Context: an optimization exercise on an open-source flow, tuned for small area and few clock cycles per item. The choices shown serve that exercise and are no tape-out recipe.
In this exercise RTL edits were held to simulation tests only and were not proved equivalent to the original.
Power and IR drop assume default switching activity.

==> design.v <==
module vs23_setmode (
    input  wire        clk,
    input  wire        rst,             
    input  wire        cmd_valid,
    output wire        cmd_ready,
    input  wire [31:0] cmd_modesel,     
    output wire        tx_valid,
    input  wire        tx_ready,
    output wire        tx_reg,          
    output wire [19:0] tx_addr,         
    output wire [1:0]  tx_len,          
    output wire [31:0] tx_data,         
    output wire [7:0]  err,
    output wire        mode_valid,
    output wire        std_pal,
    output wire        std_il,
    output wire [7:0]  mode_index,
    output wire [19:0] pitch,
    output wire [19:0] base,
    output wire [19:0] index_start,
    output wire [15:0] total_lines,
    output wire [15:0] line_len,
    output wire [15:0] pic_start,
    output wire [15:0] pic_end
);
    function automatic lt10(input [9:0] a, input [9:0] K);
        integer b;
        reg r;
        begin
            r = 1'b0;
            for (b = 0; b < 10; b = b + 1)
                r = K[b] ? (~a[b] | r) : (~a[b] & r);
            lt10 = r;
        end
    endfunction
    reg [1:0] sel_idx;
    reg       sel_pal, sel_il;
    wire      mv = !(sel_idx[1] && sel_idx[0]);
    reg [1:0] err_r;           
    reg [8:0]  c_L;
    reg [9:0]  c_total;
    reg [12:0] c_is;
    reg [12:0] c_base;
    always @(*) begin
        case ({sel_pal, sel_il})
            2'b00: begin c_L = 9'd228; c_total = 10'd262; c_is = 13'd1824; c_base = 13'd2610; end
            2'b01: begin c_L = 9'd228; c_total = 10'd525; c_is = 13'd3648; c_base = 13'd5223; end
            2'b10: begin c_L = 9'd284; c_total = 10'd312; c_is = 13'd2272; c_base = 13'd3208; end
            default: begin c_L = 9'd284; c_total = 10'd625; c_is = 13'd4544; c_base = 13'd6419; end
        endcase
    end
    reg [8:0]  c_pitch;
    reg [3:0]  c_cpp;
    reg [11:0] c_ps, c_pe;
    always @(*) begin
        case ({sel_pal, sel_idx})
            3'b0_00: begin c_pitch = 9'd320; c_cpp = 4'd4;  c_ps = 12'd360; c_pe = 12'd1640; end
            3'b0_01: begin c_pitch = 9'd258; c_cpp = 4'd5;  c_ps = 12'd456; c_pe = 12'd1736; end
            3'b0_10: begin c_pitch = 9'd164; c_cpp = 4'd8;  c_ps = 12'd360; c_pe = 12'd1640; end
            3'b1_00: begin c_pitch = 9'd320; c_cpp = 4'd5;  c_ps = 12'd560; c_pe = 12'd2160; end
            3'b1_01: begin c_pitch = 9'd258; c_cpp = 4'd6;  c_ps = 12'd648; c_pe = 12'd2184; end
            3'b1_10: begin c_pitch = 9'd164; c_cpp = 4'd10; c_ps = 12'd560; c_pe = 12'd2160; end
            3'b0_11: begin c_pitch = 9'd0;   c_cpp = 4'd0;   c_ps = 12'd0;   c_pe = 12'd0;    end
            default: begin c_pitch = 9'd0;   c_cpp = 4'd2;   c_ps = 12'd512; c_pe = 12'd2048; end
        endcase
    end
    localparam [8:0]  NP_L     = 9'd228;
    localparam [9:0]  NP_TOTAL = 10'd262;
    localparam [12:0] NP_IS    = 13'd1824;
    localparam [12:0] NP_BASE  = 13'd2610;
    wire [8:0]  s_pitch = c_pitch & {9{mv}};
    wire [12:0] s_base  = c_base & ({13{mv}} | ~NP_BASE);
    wire [12:0] s_is    = c_is & ({13{mv}} | ~NP_IS);
    wire [9:0]  s_total = c_total & ({10{mv}} | ~NP_TOTAL);
    wire [8:0]  s_L     = c_L & ({9{mv}} | ~NP_L);
    wire [11:0] s_ps    = c_ps & {12{mv}};
    wire [11:0] s_pe    = c_pe & {12{mv}};
    wire [3:0]  s_cpp   = c_cpp & {4{mv}};
    wire        s_pal   = sel_pal;
    wire        s_il    = sel_il;
    wire [1:0]  s_idx   = sel_idx & {2{mv}};
    assign err         = {6'd0, err_r};
    assign mode_valid  = mv;
    assign std_pal     = s_pal;
    assign std_il      = s_il;
    assign mode_index  = {6'd0, s_idx};
    assign pitch       = {11'd0, s_pitch};
    assign base        = {7'd0, s_base};
    assign index_start = {7'd0, s_is};
    assign total_lines = {6'd0, s_total};
    assign line_len    = {7'd0, s_L};
    assign pic_start   = {4'd0, s_ps};
    assign pic_end     = {4'd0, s_pe};
    localparam [1:0] S_IDLE = 2'd0, S_VEN0 = 2'd1, S_INDEX = 2'd2, S_REGS = 2'd3;
    reg [3:0]  st;
    reg [8:0]  c;              
    reg [12:0] addr;           
    reg [15:0] acc;            
    wire [2:0] k = st[2:0];
    wire st_proto = st[3];
    wire st_idle  = !st[3] && (st[1:0] == S_IDLE);
    wire st_index = !st[3] && (st[1:0] == S_INDEX);
    wire st_regs  = !st[3] && (st[1:0] == S_REGS);
    wire cmd_ok = (cmd_modesel[31:10] == 22'd0) && (cmd_modesel[7:0] < 8'd3);
    assign cmd_ready = st_idle;
    assign tx_valid  = !st_idle || (cmd_valid && cmd_ok);
    wire fire = tx_valid && tx_ready;
    wire [9:0] i = {1'b0, c};
    wire lt_n = sel_pal ? lt10(i, 10'd20)  : lt10(i, 10'd16);
    wire lt_s = sel_pal ? lt10(i, 10'd9)   : lt10(i, 10'd7);
    wire lt_l = sel_pal ? lt10(i, 10'd120) : lt10(i, 10'd96);
    wire ge_h = sel_pal ? !lt10(i, 10'd142) : !lt10(i, 10'd114);
    wire lt_sm = sel_pal ? lt10(i, 10'd152) : lt10(i, 10'd122);
    wire lt_lm = sel_pal ? lt10(i, 10'd263) : lt10(i, 10'd211);
    wire in_b = sel_pal ? (!lt10(i, 10'd24) && lt10(i, 10'd34)) : (!lt10(i, 10'd18) && lt10(i, 10'd27));
    reg [1:0] sh_start, sh_mid;
    reg       sh_burst;
    always @(*) begin
        if (sel_il) begin
            case (k)
                3'd0: begin sh_start = 2'd1; sh_mid = 2'd0; sh_burst = 1'b1;    end
                3'd1: begin sh_start = 2'd1; sh_mid = 2'd2; sh_burst = sel_pal; end
                3'd2: begin sh_start = 2'd2; sh_mid = 2'd0; sh_burst = sel_pal; end
                3'd3: begin sh_start = 2'd2; sh_mid = 2'd2; sh_burst = 1'b0;    end
                3'd4: begin sh_start = 2'd3; sh_mid = 2'd3; sh_burst = 1'b0;    end
                3'd5: begin sh_start = 2'd3; sh_mid = 2'd2; sh_burst = 1'b0;    end
                3'd6: begin sh_start = 2'd2; sh_mid = 2'd3; sh_burst = 1'b0;    end
                default: begin sh_start = 2'd1; sh_mid = 2'd0; sh_burst = 1'b0; end
            endcase
        end else begin
            case (k[1:0])
                2'd0: begin sh_start = 2'd1; sh_mid = 2'd0; sh_burst = 1'b1; end
                2'd1: begin sh_start = 2'd2; sh_mid = 2'd2; sh_burst = 1'b0; end
                2'd2: begin sh_start = 2'd3; sh_mid = 2'd3; sh_burst = 1'b0; end
                default: begin sh_start = 2'd3; sh_mid = 2'd2; sh_burst = 1'b0; end
            endcase
        end
    end
    wire w_sync = (sh_start == 2'd1 && lt_n) || (sh_start == 2'd2 && lt_s) || (sh_start == 2'd3 && lt_l) ||
                  (sh_mid == 2'd2 && ge_h && lt_sm) || (sh_mid == 2'd3 && ge_h && lt_lm);
    wire w_burst = sh_burst && in_b;
    wire [15:0] word = w_burst ? {sel_pal, sel_pal, 1'b0, sel_pal, 12'hD66} : (w_sync ? 16'h0000 : 16'h0066);
    wire [8:0] n = c;
    reg        field;          
    localparam [383:0] RK_A = 384'h9b93300000009b9330000026ec99b0000026ec99b0000000dd91b00000004b4890000036e48db000001252449;
    wire [2:0] rk_a = RK_A[{field, sel_pal, sel_il, n[3:0]} * 3 +: 3];
    wire fb = sel_il && !field && (sel_pal ? has1({1'b0, n}, 10'd312) : has1({1'b0, n}, 10'd262));
    wire last_n = (field || !sel_il) && (sel_pal ? has1({1'b0, n}, 10'd311) : has1({1'b0, n}, 10'd261));
    wire [2:0] rk = (n[8:4] == 5'd0) ? rk_a :
                    fb ? {1'b0, sel_pal, 1'b1} :
                    {2'b00, last_n && sel_pal && sel_il};
    reg [8:0] P, Q;
    always @(*) begin
        case ({sel_pal, sel_idx})
            3'b0_00: begin P = 9'd39; Q = 9'd239; end
            3'b0_01: begin P = 9'd27; Q = 9'd251; end
            3'b0_10: begin P = 9'd39; Q = 9'd239; end
            3'b1_00: begin P = 9'd47; Q = 9'd287; end
            3'b1_01: begin P = 9'd39; Q = 9'd295; end
            3'b1_10: begin P = 9'd39; Q = 9'd295; end
            default: begin P = 9'bx;  Q = 9'bx;  end
        endcase
    end
    reg [1:0] ph;
    wire pic = ph[0];
    wire ph_step = has1({1'b0, n}, {1'b0, ph[0] ? Q : P}) && !ph[1];
    wire [23:0] entry = pic ? {7'b1000000, acc, sel_il} : {1'b0, rk, 20'd0};
    reg [31:0] reg_val;
    always @(*) begin
        case (addr[2:0])
            3'd2: reg_val = {19'd0, s_is};
            3'd1: reg_val = {23'd0, s_L};
            3'd3: reg_val = {4'd0, s_pe, 4'd0, s_ps};
            3'd4: reg_val = {28'd0, s_cpp};
            3'd5: reg_val = {22'd0, s_il, s_pal, 6'd0, s_idx};
            3'd6: reg_val = {22'd0, s_total};
            default: reg_val = 32'd1;
        endcase
    end
    reg [2:0] reg_next;
    always @(*) begin
        case (addr[2:0])
            3'd2: reg_next = 3'd1;
            3'd1: reg_next = 3'd3;
            3'd3: reg_next = 3'd4;
            3'd4: reg_next = 3'd5;
            3'd5: reg_next = 3'd6;
            default: reg_next = 3'd0;
        endcase
    end
    assign tx_reg  = !(st_proto || st_index);
    assign tx_len  = {st_proto || st_index, st_index};
    assign tx_addr = {7'd0, addr};
    assign tx_data = st_proto ? {16'd0, word} : st_index ? {8'd0, entry} : st_regs ? reg_val : 32'd0;
    function automatic has1(input [9:0] a, input [9:0] K);
        has1 = &(a | ~K);
    endfunction
    wire last_w = sel_pal ? has1(i, 10'd283) : has1(i, 10'd227);
    wire last_k = sel_il ? (k == 3'd7) : (k[1:0] == 2'd3);
    always @(posedge clk) begin
        if (st_index && pic) acc <= acc + ({8'd0, s_pitch[8:1]} & {16{fire}});
        else                 acc <= {4'd0, s_base[12:1]};
    end
    wire c_clr = (st_idle && cmd_valid && cmd_ok) || (st_proto && fire && last_w) || (st_index && fire && fb);
    wire c_inc = fire && (st_proto || st_index);
    always @(posedge clk) begin
        if (c_clr) c <= 9'd0;
        else       c <= c + {8'd0, c_inc};
    end
    always @(posedge clk) begin
        if (!st_index) begin
            ph    <= 2'd0;
            field <= 1'b0;
        end else if (fire && fb) begin
            ph    <= 2'd0;
            field <= 1'b1;
        end else if (fire && ph_step) begin
            ph    <= ph + 2'd1;
        end
    end
    always @(posedge clk) begin
        if (rst) begin
            st      <= 4'd0;
            sel_idx <= 2'd3;
            sel_pal <= 1'b0;
            sel_il  <= 1'b0;
            err_r   <= 2'd0;
            addr    <= 13'd0;
        end else if (st_proto) begin
            if (fire) begin
                addr <= addr + 13'd2;
                if (last_w) begin
                    if (last_k) st <= {2'b00, S_INDEX};
                    else        st <= st + 4'd1;
                end
            end
        end else begin
            case (st[1:0])
                S_IDLE: begin
                    if (cmd_valid) begin
                        if (cmd_ok) begin
                            sel_idx <= cmd_modesel[1:0];
                            sel_pal <= cmd_modesel[8];
                            sel_il  <= cmd_modesel[9];
                            err_r   <= 2'd0;
                            st      <= tx_ready ? 4'b1000 : {2'b00, S_VEN0};
                        end else begin
                            err_r   <= (cmd_modesel[31:10] != 22'd0) ? 2'b01 : 2'b11;
                        end
                    end
                end
                S_VEN0: begin
                    if (fire) st <= 4'b1000;
                end
                S_INDEX: begin
                    if (fire) begin
                        if (last_n) begin
                            addr <= 13'd2;
                            st   <= {2'b00, S_REGS};
                        end else begin
                            addr <= addr + 13'd3;
                        end
                    end
                end
                default: begin  
                    if (fire) begin
                        addr <= {10'd0, reg_next};
                        if (addr[2:0] == 3'd0) st <= {2'b00, S_IDLE};
                    end
                end
            endcase
        end
    end
endmodule
==> flow/run.sh <==
#!/bin/bash
# Standard layout with four changes:
#  - after the standard synthesis, the combinational logic between the
#    flip-flops is re-mapped by ABC for area (flip-flops kept as they are);
#  - ports are buffered with the smallest buffer (sky130_fd_sc_hd__buf_1);
#  - constant outputs share one tie cell instead of one tie cell each;
#  - the clock tree uses clkbuf_8 buffers and no dummy loads.
set -euo pipefail
here=$(pwd)
R=$here/orfs/results/$FLOW_PLATFORM/vs23_setmode/base
YOSYS=${YOSYS_EXE:-$FLOW_HOME/../tools/install/yosys/bin/yosys}
export BUFFER_PORTS_ARGS="-buffer_cell sky130_fd_sc_hd__buf_1"
export SKIP_REPAIR_TIE_FANOUT=1
# clock tree: clkbuf_8 buffers (the default picks clkbuf_16), no dummy loads
export CTS_ARGS="-sink_clustering_enable -repair_clock_nets -dont_use_dummy_load -buf_list {sky130_fd_sc_hd__clkbuf_4 sky130_fd_sc_hd__clkbuf_8} -sink_clustering_size 8"

# 1. standard synthesis
bash standard.sh synth > synth.log 2>&1
cp -p $R/1_2_yosys.v $R/1_2_yosys_std.v

# 2. re-map the logic between the flip-flops
RESYN_LIB=$FLOW_HOME/platforms/sky130hd/lib/sky130_fd_sc_hd__tt_025C_1v80.lib \
RESYN_DONT_USE="$(cat flow/dont_use.txt)" \
RESYN_IN=$R/1_2_yosys_std.v RESYN_TOP=$FLOW_TOP \
RESYN_WORK=$here RESYN_SEEDS="0 1 2 3 4 5 6 7 8 9 10 11" RESYN_T=30 RESYN_LOG=$here/resyn_seeds.log \
RESYN_STAT=$here/resyn_stat.txt RESYN_OUT=$R/1_2_yosys_resyn.v \
  $YOSYS -c flow/resyn.tcl > resyn.log 2>&1
cp $R/1_2_yosys_resyn.v $R/1_2_yosys.v
rm -f $R/1_synth.odb $R/1_synth.sdc

# 3. the rest of the standard flow
bash standard.sh > standard.log 2>&1
==> flow/dont_use.txt <==
sky130_fd_sc_hd__probe_p_8
sky130_fd_sc_hd__probec_p_8
sky130_fd_sc_hd__lpflow_bleeder_1
sky130_fd_sc_hd__lpflow_clkbufkapwr_1
sky130_fd_sc_hd__lpflow_clkbufkapwr_16
sky130_fd_sc_hd__lpflow_clkbufkapwr_2
sky130_fd_sc_hd__lpflow_clkbufkapwr_4
sky130_fd_sc_hd__lpflow_clkbufkapwr_8
sky130_fd_sc_hd__lpflow_clkinvkapwr_1
sky130_fd_sc_hd__lpflow_clkinvkapwr_16
sky130_fd_sc_hd__lpflow_clkinvkapwr_2
sky130_fd_sc_hd__lpflow_clkinvkapwr_4
sky130_fd_sc_hd__lpflow_clkinvkapwr_8
sky130_fd_sc_hd__lpflow_decapkapwr_12
sky130_fd_sc_hd__lpflow_decapkapwr_3
sky130_fd_sc_hd__lpflow_decapkapwr_4
sky130_fd_sc_hd__lpflow_decapkapwr_6
sky130_fd_sc_hd__lpflow_decapkapwr_8
sky130_fd_sc_hd__lpflow_inputiso0n_1
sky130_fd_sc_hd__lpflow_inputiso0p_1
sky130_fd_sc_hd__lpflow_inputiso1n_1
sky130_fd_sc_hd__lpflow_inputiso1p_1
sky130_fd_sc_hd__lpflow_inputisolatch_1
sky130_fd_sc_hd__lpflow_isobufsrc_1
sky130_fd_sc_hd__lpflow_isobufsrc_16
sky130_fd_sc_hd__lpflow_isobufsrc_2
sky130_fd_sc_hd__lpflow_isobufsrc_4
sky130_fd_sc_hd__lpflow_isobufsrc_8
sky130_fd_sc_hd__lpflow_isobufsrckapwr_16
sky130_fd_sc_hd__lpflow_lsbuf_lh_hl_isowell_tap_1
sky130_fd_sc_hd__lpflow_lsbuf_lh_hl_isowell_tap_2
sky130_fd_sc_hd__lpflow_lsbuf_lh_hl_isowell_tap_4
sky130_fd_sc_hd__lpflow_lsbuf_lh_isowell_4
sky130_fd_sc_hd__lpflow_lsbuf_lh_isowell_tap_1
sky130_fd_sc_hd__lpflow_lsbuf_lh_isowell_tap_2
sky130_fd_sc_hd__lpflow_lsbuf_lh_isowell_tap_4
==> flow/resyn.tcl <==
# Re-map the combinational logic of the standard synthesis for area.
# Every flip-flop instance of the standard netlist is kept as it is (same
# name, same cell); only the gates between them are re-optimised by ABC.
# ABC's deep synthesis is run with a few random seeds; the smallest mapped
# result is kept.
yosys -import
set lib $::env(RESYN_LIB)
set dont_use $::env(RESYN_DONT_USE)
set top $::env(RESYN_TOP)
yosys read_liberty -ignore_miss_func $lib
yosys read_verilog $::env(RESYN_IN)
yosys hierarchy -top $top
# keep sequential cells as instances
yosys setattr -mod -set keep_hierarchy 1 {sky130_fd_sc_hd__*df*} {sky130_fd_sc_hd__*dl*}
yosys flatten
yosys opt_clean -purge
set du {}
foreach c $dont_use { lappend du -dont_use $c }
yosys design -save pre
set best 1e30
set log [open $::env(RESYN_LOG) w]
foreach seed $::env(RESYN_SEEDS) {
  yosys design -load pre
  set f [open $::env(RESYN_WORK)/resyn_$seed.abc w]
  puts $f "strash\n&get -n\n&deepsyn -T $::env(RESYN_T) -S $seed\n&put\ndch -f\namap"
  close $f
  yosys abc -script $::env(RESYN_WORK)/resyn_$seed.abc -liberty $lib {*}$du $top
  yosys opt_clean -purge
  set st [tee -q -s result.string stat -liberty $lib $top]
  set area 1e30
  regexp {Chip area for module '\\[^']*': ([0-9.]+)} $st -> area
  puts $log "seed $seed area $area"
  flush $log
  if {$area < $best} {
    set best $area
    yosys design -save best
  }
}
puts $log "best $best"
close $log
yosys design -load best
# flattening named wires after the cells' pins; drop those names
yosys rename -hide w:*.*
yosys hilomap -singleton -hicell sky130_fd_sc_hd__conb_1 HI -locell sky130_fd_sc_hd__conb_1 LO
yosys insbuf -buf sky130_fd_sc_hd__buf_4 A X
yosys opt_clean -purge
yosys select -module $top
yosys tee -o $::env(RESYN_STAT) stat -liberty $lib
yosys write_verilog -noattr -nohex -nodec -selected $::env(RESYN_OUT)
==> standard.sh <==
#!/bin/bash
# synth_recipe.tcl (not shown) runs the flow's synth.tcl, then flattens the netlist and writes it again
# the make line also repeats each setting of config.mk as NAME=value (left out here)
make -C /OpenROAD-flow-scripts/flow DESIGN_CONFIG=/design/flow/config.mk WORK_HOME=/design/flow/orfs CLKGATE_MAP_FILE= SYNTH_SCRIPT=/design/flow/synth_recipe.tcl "${@:-finish}"
==> config.mk <==
export PLATFORM = sky130hd
export DESIGN_NAME = vs23_setmode
export DESIGN_NICKNAME = vs23_setmode
export VERILOG_FILES = /design/flow/design.v
export SDC_FILE = /design/flow/constraint.sdc
export NUM_CORES = 4
export LEC_CHECK = 0
export CAP_MARGIN = 20
export CORE_MARGIN = 2
export CORE_UTILIZATION = 40
export SLEW_MARGIN = 20
==> constraint.sdc <==
create_clock -name core_clock -period 16.0 [get_ports {clk}]
set_input_delay 3.2000 -clock core_clock [delete_from_list [all_inputs] [get_ports {clk}]]
set_output_delay 3.2000 -clock core_clock [all_outputs]
set_load 0.01 [all_outputs]
==> results.cfg, run 1 <==
[route]
drc = 0
firstDrtPassIters = 6
postRouteAntennaNets = 0
drtIter0Drc = 352
wl_per_cell_um = 15.9
routed_wl_mm = 12.4
vias = 4304
viasPerCell = 5.53

[cells_and_area]
final_common_cell = buf_1
utilization = 0.385
layout-drive-gt1-share = 0.0125
layout.nets = 680
most-common-layout-cells = buf_1, nor2_1, clkinv_1, dfxtp_1, nand2_1
syn_to_final_growth_pct = -6.62
antenna_cells = 0

[cts]
cts_resized = 0
cts_made_buffers = 5
tritoncts = yes
postCtsHoldBufs = 0
cts_max_level = 2
clk_latency_ns = 0.31
cts_setup_buffers = 0
clock_sinks = 51
root_buffer = clkbuf_8
path_clk_slew_ns = 0.10
clockBufferDepth = 2

[logic_synthesis]
syn_area_um2 = 4270
postSynthCellCount = 639
yosysWarnings = 1
avgSynthCellArea_um2 = 6.68
syn_nets = 675

[critical_path]
cpMaxStageDelayCell = or4_1
crit_arrival_ns = 5.49
path_cells = buf_1 > or4_1 > or4_1 > or4_1 > nor4b_1 > nor2_1 > clkinv_1 > buf_1
cp_max_fo = 3
critPathLaunchType = input pin
worst_path_most_repeated_cell = or4_1
cp-end-kind = output pin
crit_path_max_incr_delay_ns = 0.49
critPathKind = input pin to output pin
crit_required_ns = 12.80

[sta]
rsz0062_at_grt = no
maxSlewViolCount = 0
setup_viol = 0
skew_ns = 0.0210
whs_ns = 0.455
maxSlewHeadroom = 0.338
min_period_ns = 8.69
hold_viol = 0
tns_ns = 0
finalCritPeriodShare = 0.543
fmax_mhz = 115
worst_pin_slew_ns = 0.990

[placed_design]
portBuffers = 143
dp_hpwl_mm = 9.67
finalWeightedCongestion = 0.969

[global_route]
grt_first_pass_wirelength_mm = 19.4
grt_start_max_net_pins = 93
grt_pass1_vias = 3844
grt-ovfl-total = 0
antenna_found_initial = 0
grt_usage = 0.211

[pwr]
p_seq_frac = 0.482
power_frac_comb = 0.291
max-vdd-ir-drop_mv = 0.0399
p_switching_uw = 121
powerDensity_nw_per_um2 = 77.9
leakage_uw = 0.00124
clockPowerShare = 0.227
switching_share = 0.388
internal_power_uw = 190

[job]
max_cap_violations = 0

[min_path]
hp-class = flip-flop to flip-flop

[floorplan]
die-width_um = 107
ios = 236
die_y_um = 107
num_rows = 37
core_um2 = 10400
start_util = 0.412
die_area_um2 = 11500

[status]
status = no timing/DRC/antenna violations
==> metal layers <==
layer | wire (um) | global-route usage
met5 | 0 | 0
met4 | 153 | 0.0403
met3 | 1160 | 0.0387
met2 | 5760 | 0.363
met1 | 5330 | 0.277
==> stage by stage <==
stage / power [uW] / setup slack [ns] / cells / instance area (um2)
after detailed placement: 240 / 7.31 / 773 / 3920
after global placement: 239 / 7.36 / 773 / 3920
after floorplan: 232 / 7.70 / 639 / 4270
after CTS: 309 / 7.30 / 778 / 3990
after global routing: 328 / 7.13 / 778 / 3990
final: 311 / 7.31 / 778 / 3990
==> final timing paths <==
path              slack, ns       end  cells after the start             from
setup / recovery       7.31  tx_valid                      8  cmd_modesel[25]
hold / removal         0.46   acc[15]                      1          acc[15]
setup reg to reg      10.97   acc[15]                     21       sel_idx[0]
hold reg to reg        0.46   acc[15]                      1          acc[15]
==> critical path, delay by kind of cell <==
family                 cells  cell delay, ns
buffers and inverters      3            0.34
and+or+nand+nor            5            1.95
==> layout make-up <==
class | count | area (um2)
inverter | 71 | 267
sequential | 51 | 1020
clock buffer | 5 | 68.8
multi-input combinational | 369 | 1900
timing repair buffer | 146 | 559
fill | 1154 | 6380
tap | 136 | 170
==> registers in the layout (all words and copies together) (netlist names) <==
register,flops
sel_pal,1
c,9
field,1
sel_idx,2
acc,16
addr,13
st,4
err_r,2
ph,2
sel_il,1
==> power groups by stage <==
| stage | Combinational, uW | Clock [uW] | Sequential (uW) |
|---|---|---|---|
| floorplan | 83.7 | 0 | 148 |
| finish | 90.3 | 70.6 | 150 |
| global placement | 86.5 | 0 | 152 |
| detailed placement | 88.1 | 0 | 152 |
| global route | 101 | 75.7 | 152 |
| CTS | 88.6 | 71.1 | 149 |
Testbench counts, summed over its fixed seeds: cycles 142,200, commands 72.
==> inputs of run 2 (changes only) <==
--- a/design.v
+++ b/design.v
@@ -34,2 +34,5 @@
         end
+    endfunction
+    function automatic has1(input [9:0] a, input [9:0] K);
+        has1 = &(a | ~K);
     endfunction
@@ -194,5 +197,2 @@
     assign tx_data = st_proto ? {16'd0, word} : st_index ? {8'd0, entry} : st_regs ? reg_val : 32'd0;
-    function automatic has1(input [9:0] a, input [9:0] K);
-        has1 = &(a | ~K);
-    endfunction
     wire last_w = sel_pal ? has1(i, 10'd283) : has1(i, 10'd227);
--- a/flow/run.sh
+++ b/flow/run.sh
@@ -24,3 +24,3 @@
 RESYN_IN=$R/1_2_yosys_std.v RESYN_TOP=$FLOW_TOP \
-RESYN_WORK=$here RESYN_SEEDS="0 1 2 3 4 5 6 7 8 9 10 11" RESYN_T=30 RESYN_LOG=$here/resyn_seeds.log \
+RESYN_WORK=$here RESYN_SEEDS="0 1 2 3 4 5 6 7 8 9" RESYN_T=60 RESYN_LOG=$here/resyn_seeds.log \
 RESYN_STAT=$here/resyn_stat.txt RESYN_OUT=$R/1_2_yosys_resyn.v \
==> run 2 against run 1 <==
  * Still clean on timing, DRC and antenna
  * Critical path depth stayed put
  * Clock skew fell by 0.0033 ns
  * Via count is 3.7% lower
  * Sequential share of layout area up 0.15 points
  * Clock-buffer cell count stayed put
  * Setup slack improved by 0.071 ns
  * Utilization fell by 0.058 points
  * Maximum frequency rose by 0.82%
  * Clock power fell by 0.7%
  * Critical path type unchanged
  * Highest routed layer unchanged
==> results.cfg, run 2 <==
[logic_synthesis]
syn_area_um2 = 4260
avgSynthCellArea_um2 = 6.79
syn_nets = 663
yosysWarnings = 1
postSynthCellCount = 627

[pwr]
power_uw = 327
powerDensity_nw_per_um2 = 82.5
max-vdd-ir-drop_mv = 0.0542
leakage_uw = 0.00130

[cells_and_area]
largest_registers = acc (16), addr (13), c (9)
antenna_cells = 0
largest_reg_flops = 16
layout-drive-gt1-share = 0.0111
layout.nets = 667
syn_to_final_growth_pct = -6.82
largest_register = acc
final_common_cell = buf_1
utilization = 0.384
most-common-layout-cells = buf_1, nor2_1, clkinv_1, dfxtp_1, nand2_1

[sta]
maxSlewViolCount = 0
skew_ns = 0.0177
setup_viol = 0
hold_viol = 0
finalCritPeriodShare = 0.539
worst_pin_slew_ns = 0.774
rsz0062_at_grt = no
fmax_mhz = 116
finalWorstSetupSlack_ns = 7.38
maxSlewHeadroom = 0.482
min_period_ns = 8.62
tns_ns = 0

[critical_path]
critPathKind = input pin to output pin
crit_buf_inv = 3
worst_path_most_repeated_cell = or4_1
critPathLaunchType = input pin
cp-end-kind = output pin
path_cells = buf_1 > or4_1 > or4_1 > or4_1 > nor4b_1 > nor2_1 > clkinv_1 > buf_1
crit_required_ns = 12.80
cp_max_fo = 3
cpMaxStageDelayCell = or4_1
crit_arrival_ns = 5.42
crit_family = simple AND/OR/NAND/NOR gates
crit_path_max_incr_delay_ns = 0.49

[min_path]
hp-class = flip-flop to flip-flop

[route]
drc = 0
drtIter0Drc = 267
wl_per_cell_um = 16.5
postRouteAntennaNets = 0
routed_wl_mm = 12.6
firstDrtPassIters = 5
vias = 4143
viasPerCell = 5.42

[status]
status = no timing/DRC/antenna violations

[cts]
root_buffer = clkbuf_8
cts_setup_buffers = 0
postCtsHoldBufs = 0
cts_made_buffers = 5
clockBufferDepth = 2
tritoncts = yes
clk_latency_ns = 0.31
path_clk_slew_ns = 0.09
clock_sinks = 51
cts_max_level = 2
cts_resized = 0

[floorplan]
die-width_um = 107
ios = 236
start_util = 0.412
die_area_um2 = 11500
die_y_um = 107
core_um2 = 10300
num_rows = 37

[job]
max_cap_violations = 0

[placed_design]
finalWeightedCongestion = 0.917
portBuffers = 143
pre_cts_slack_ns = 7.41
dp_hpwl_mm = 9.95

[global_route]
grt_usage = 0.216
grt_start_max_net_pins = 93
grt-ovfl-total = 0
grt_first_pass_wirelength_mm = 19.6
grt_pass1_vias = 3894
antenna_found_initial = 0
run 2: cell types whose count changed in the layout (fill, tap and decap cells not counted), moves of 3 or more:
cell | previous run | this run
a21oi_1 | 27 | 31
a31o_1 | 0 | 3
clkinv_1 | 71 | 68
o21ai_0 | 36 | 28
nor2_1 | 117 | 112
o32ai_1 | 4 | 9
and3_1 | 2 | 11
o31ai_1 | 4 | 1
nand2_1 | 42 | 37
a31oi_1 | 8 | 12
nor3_1 | 38 | 29
or3_1 | 2 | 6
run 2: worst min-delay path, cell delays in order (launching register included):
cell and delay, ns:
dfxtp_1 0.31, clkinv_1 0.06, a211oi_1 0.06
run 2: routing by layer:
layer | share of wire | track usage | vias up
li1 | - | - | 2033
met1 | 0.42 | 0.269 | 1880
met2 | 0.48 | 0.372 | 205
met3 | 0.076 | 0.0407 | 25
met4 | 0.023 | 0.0724 | 0
met5 | 0 | 0 | -
run 2: per-stage QoR:
stage	area [um2]	std cells	hold slack, ns
2_1_floorplan	4260	627	0.423
3_3_place_gp	3900	760	0.446
3_5_place_dp	3900	760	0.459
4_1_cts	3970	765	0.472
5_1_grt	3970	765	0.494
6_report	3970	765	0.475
run 2: power by group:
part	leakage, uW	internal [uW]	switching (uW)
sequential	0.000413	137	17.7
clock	0.0000359	28.4	41.7
combinational	0.000855	30.1	72.0
total	0.00130	196	131
run 2: path summary, 6_finish.rpt:
| kind | from | to | slack [ns] | depth (start not counted) |
|---|---|---|---|---|
| max reg2reg | sel_idx[1] | acc[15] | 11.65 | 19 |
| min reg2reg | acc[13] | acc[13] | 0.47 | 2 |
| min | acc[13] | acc[13] | 0.47 | 2 |
| max | cmd_modesel[25] | tx_valid | 7.38 | 8 |
run 2: final cells by class:
type / instances / area, um2
inverters: 68 / 255
fillers: 1163 / 6360
multi-input cells: 360 / 1900
clock buffers: 5 / 68.8
flip-flops and latches: 51 / 1020
repair buffers: 145 / 552
well taps: 136 / 170
Testbench counts of run 2, summed over its fixed seeds: cycles 142,200, commands 72.
==> inputs of run 3 (changes only) <==
--- a/flow/run.sh
+++ b/flow/run.sh
@@ -24,3 +24,3 @@
 RESYN_IN=$R/1_2_yosys_std.v RESYN_TOP=$FLOW_TOP \
-RESYN_WORK=$here RESYN_SEEDS="0 1 2 3 4 5 6 7 8 9" RESYN_T=60 RESYN_LOG=$here/resyn_seeds.log \
+RESYN_WORK=$here RESYN_SEEDS="0 t0 1 t1 2 t2 3 t3 4 t4 5 t5" RESYN_T=50 RESYN_LOG=$here/resyn_seeds.log \
 RESYN_STAT=$here/resyn_stat.txt RESYN_OUT=$R/1_2_yosys_resyn.v \
--- a/flow/resyn.tcl
+++ b/flow/resyn.tcl
@@ -3,4 +3,4 @@
 # name, same cell); only the gates between them are re-optimised by ABC.
-# ABC's deep synthesis is run with a few random seeds; the smallest mapped
-# result is kept.
+# ABC's deep synthesis is run with a few random seeds (with and without
+# two-input LUTs); the smallest mapped result is kept.
 yosys -import
@@ -24,3 +24,7 @@
   set f [open $::env(RESYN_WORK)/resyn_$seed.abc w]
-  puts $f "strash\n&get -n\n&deepsyn -T $::env(RESYN_T) -S $seed\n&put\ndch -f\namap"
+  # a seed written tN runs deep synthesis with two-input LUTs (-t), seed N
+  set opt ""
+  set sn $seed
+  if {[string index $seed 0] eq "t"} { set opt " -t"; set sn [string range $seed 1 end] }
+  puts $f "strash\n&get -n\n&deepsyn -T $::env(RESYN_T) -S $sn$opt\n&put\ndch -f\namap"
   close $f
==> run 3 against run 2 <==
  * Power decreased by 20%
  * Critical path depth is the same
  * Final cell count up 0.39%
  * Combinational power decreased by 51%
  * Critical path type unchanged
  * Sequential power is 9% lower
  * Sequential cell count stayed put
  * First-iteration DRC count rose by 34%
  * Clock skew decreased by 0.0032 ns
  * Largest cell class unchanged
  * Still clean
  * Synthesized area hardly changed
  * Critical endpoint unchanged
==> results.cfg, run 3 <==
[status]
status = no timing/DRC/antenna violations

[critical_path]
crit_path_max_incr_delay_ns = 0.49
cpMaxStageDelayCell = or4_1
crit_arrival_ns = 5.39
rr_startpoint = sel_idx[0]
critPathKind = input pin to output pin
reg2reg_depth = 21
crit_family = simple AND/OR/NAND/NOR gates
worst_path_most_repeated_cell = or4_1
crit_required_ns = 12.80
crit_buf_inv = 3
cp_max_fo = 3
cp-startpoint = cmd_modesel[25]
cp-end-kind = output pin
critPathLaunchType = input pin
path_cells = buf_1 > or4_1 > or4_1 > or4_1 > nor4b_1 > nor2_1 > clkinv_1 > buf_1
path_depth = 8

[pwr]
powerDensity_nw_per_um2 = 65.6
leakage_uw = 0.00134
max-vdd-ir-drop_mv = 0.0326

[route]
drc = 0
postRouteAntennaNets = 0
wl_per_cell_um = 15.1
drtIter0Drc = 358
viasPerCell = 5.40
routed_wl_mm = 11.6
vias = 4151
firstDrtPassIters = 5

[logic_synthesis]
avgSynthCellArea_um2 = 6.77
syn_nets = 664
yosysWarnings = 1
postSynthCellCount = 628
syn_area_um2 = 4250

[cells_and_area]
largest_register = acc
syn_to_final_growth_pct = -6.53
utilization = 0.385
largest_reg_flops = 16
largest_registers = acc (16), addr (13), c (9)
final-instance-count-excl-fill = 768
layout-drive-gt1-share = 0.0142
final_common_cell = buf_1
most-common-layout-cells = buf_1, nor2_1, clkinv_1, dfxtp_1, nand2_1
layout.nets = 670
antenna_cells = 0

[sta]
min_period_ns = 8.59
skew_ns = 0.0145
rsz0062_at_grt = no
maxSlewHeadroom = 0.417
finalCritPeriodShare = 0.537
whs_ns = 0.466
setup_viol = 0
worst_pin_slew_ns = 0.868
tns_ns = 0
fmax_mhz = 116
maxSlewViolCount = 0
finalWorstSetupSlack_ns = 7.41
hold_viol = 0

[cts]
path_clk_slew_ns = 0.09
cts_resized = 0
cts_made_buffers = 5
tritoncts = yes
clk_latency_ns = 0.31
postCtsHoldBufs = 0
cts_max_level = 2
clockBufferDepth = 2
clock_sinks = 51
root_buffer = clkbuf_8
cts_setup_buffers = 0

[placed_design]
dp.cells = 762
dp_hpwl_mm = 8.96
portBuffers = 143
pre_cts_slack_ns = 7.41
finalWeightedCongestion = 1.00

[floorplan]
die-width_um = 107
num_rows = 37
die_y_um = 107
ios = 236
die_area_um2 = 11500
start_util = 0.412
core_um2 = 10300

[min_path]
worstHoldPathCells = 1
hp-class = flip-flop to flip-flop
hp-start = acc[15]

[global_route]
grt_pass1_vias = 3784
antenna_found_initial = 0
grt_first_pass_wirelength_mm = 18.6
grt-ovfl-total = 0
grt_usage = 0.200
grt_start_max_net_pins = 93

[job]
max_cap_violations = 0
## run 3: final cells by class
class	count	area, um2
Fill cell	1121	6350
Multi-Input combinational cell	365	1910
Sequential cell	51	1020
Timing Repair Buffer	147	564
Inverter	64	240
Tap cell	136	170
Clock buffer	5	68.8
## run 3: layer usage
layer | GRT usage | vias up | routed length [um]
li1 | - | 2019 | -
met3 | 0.0328 | 18 | 1030
met1 | 0.269 | 1919 | 5040
met2 | 0.330 | 195 | 5350
met5 | 0 | - | 0
met4 | 0.0557 | 0 | 181
## run 3: worst paths after layout
kind                    to  slack (ns)
setup reg to reg   acc[15]       11.76
setup / recovery  tx_valid        7.41
hold reg to reg    acc[15]        0.47
hold / removal     acc[15]        0.47
## run 3: report_power, final
part | total [uW] | switching, uW | internal, uW
clock | 70.3 | 41.9 | 28.4
combinational | 49.9 | 36.0 | 13.9
sequential | 141 | 9.06 | 132
## run 3: stage by stage
stage	cell area, um2	power (uW)
floorplan	4250	196
detailed placement	3900	193
finish	3980	261
CTS	3970	263
global placement	3900	192
global route	3980	278

==> separate check: timing with driven ports <==
The results above use ideal ports. As a check the final layouts listed here were re-extracted and re-timed, cells and wires unchanged.
Step 1 assumes that a clkbuf_16 drives the clock port and a buf_2 every other input.
Step 2, shift: input delay + t, output delay - t, t = (earliest + latest rising clock arrival at the registers) / 2. This alone moves slack from input paths to output paths.
a / b / c = ideal / step 1 / step 2; a / b = the first two.
run	t (ns)	setup WS [ns]	worst setup path at the end	clock arrival spread, ns
run 1	0.331	7.307 / 7.281 / 7.281	input to output	0.021 / 0.021
run 2	0.335	7.378 / 7.355 / 7.355	input to output	0.018 / 0.018
run 3	0.336	7.413 / 7.391 / 7.391	input to output	0.014 / 0.015
After both steps every run listed still meets setup and hold. The setup slack of run 1, which loses most, moves by -0.026 ns with the drivers and by -0.026 ns with both steps.
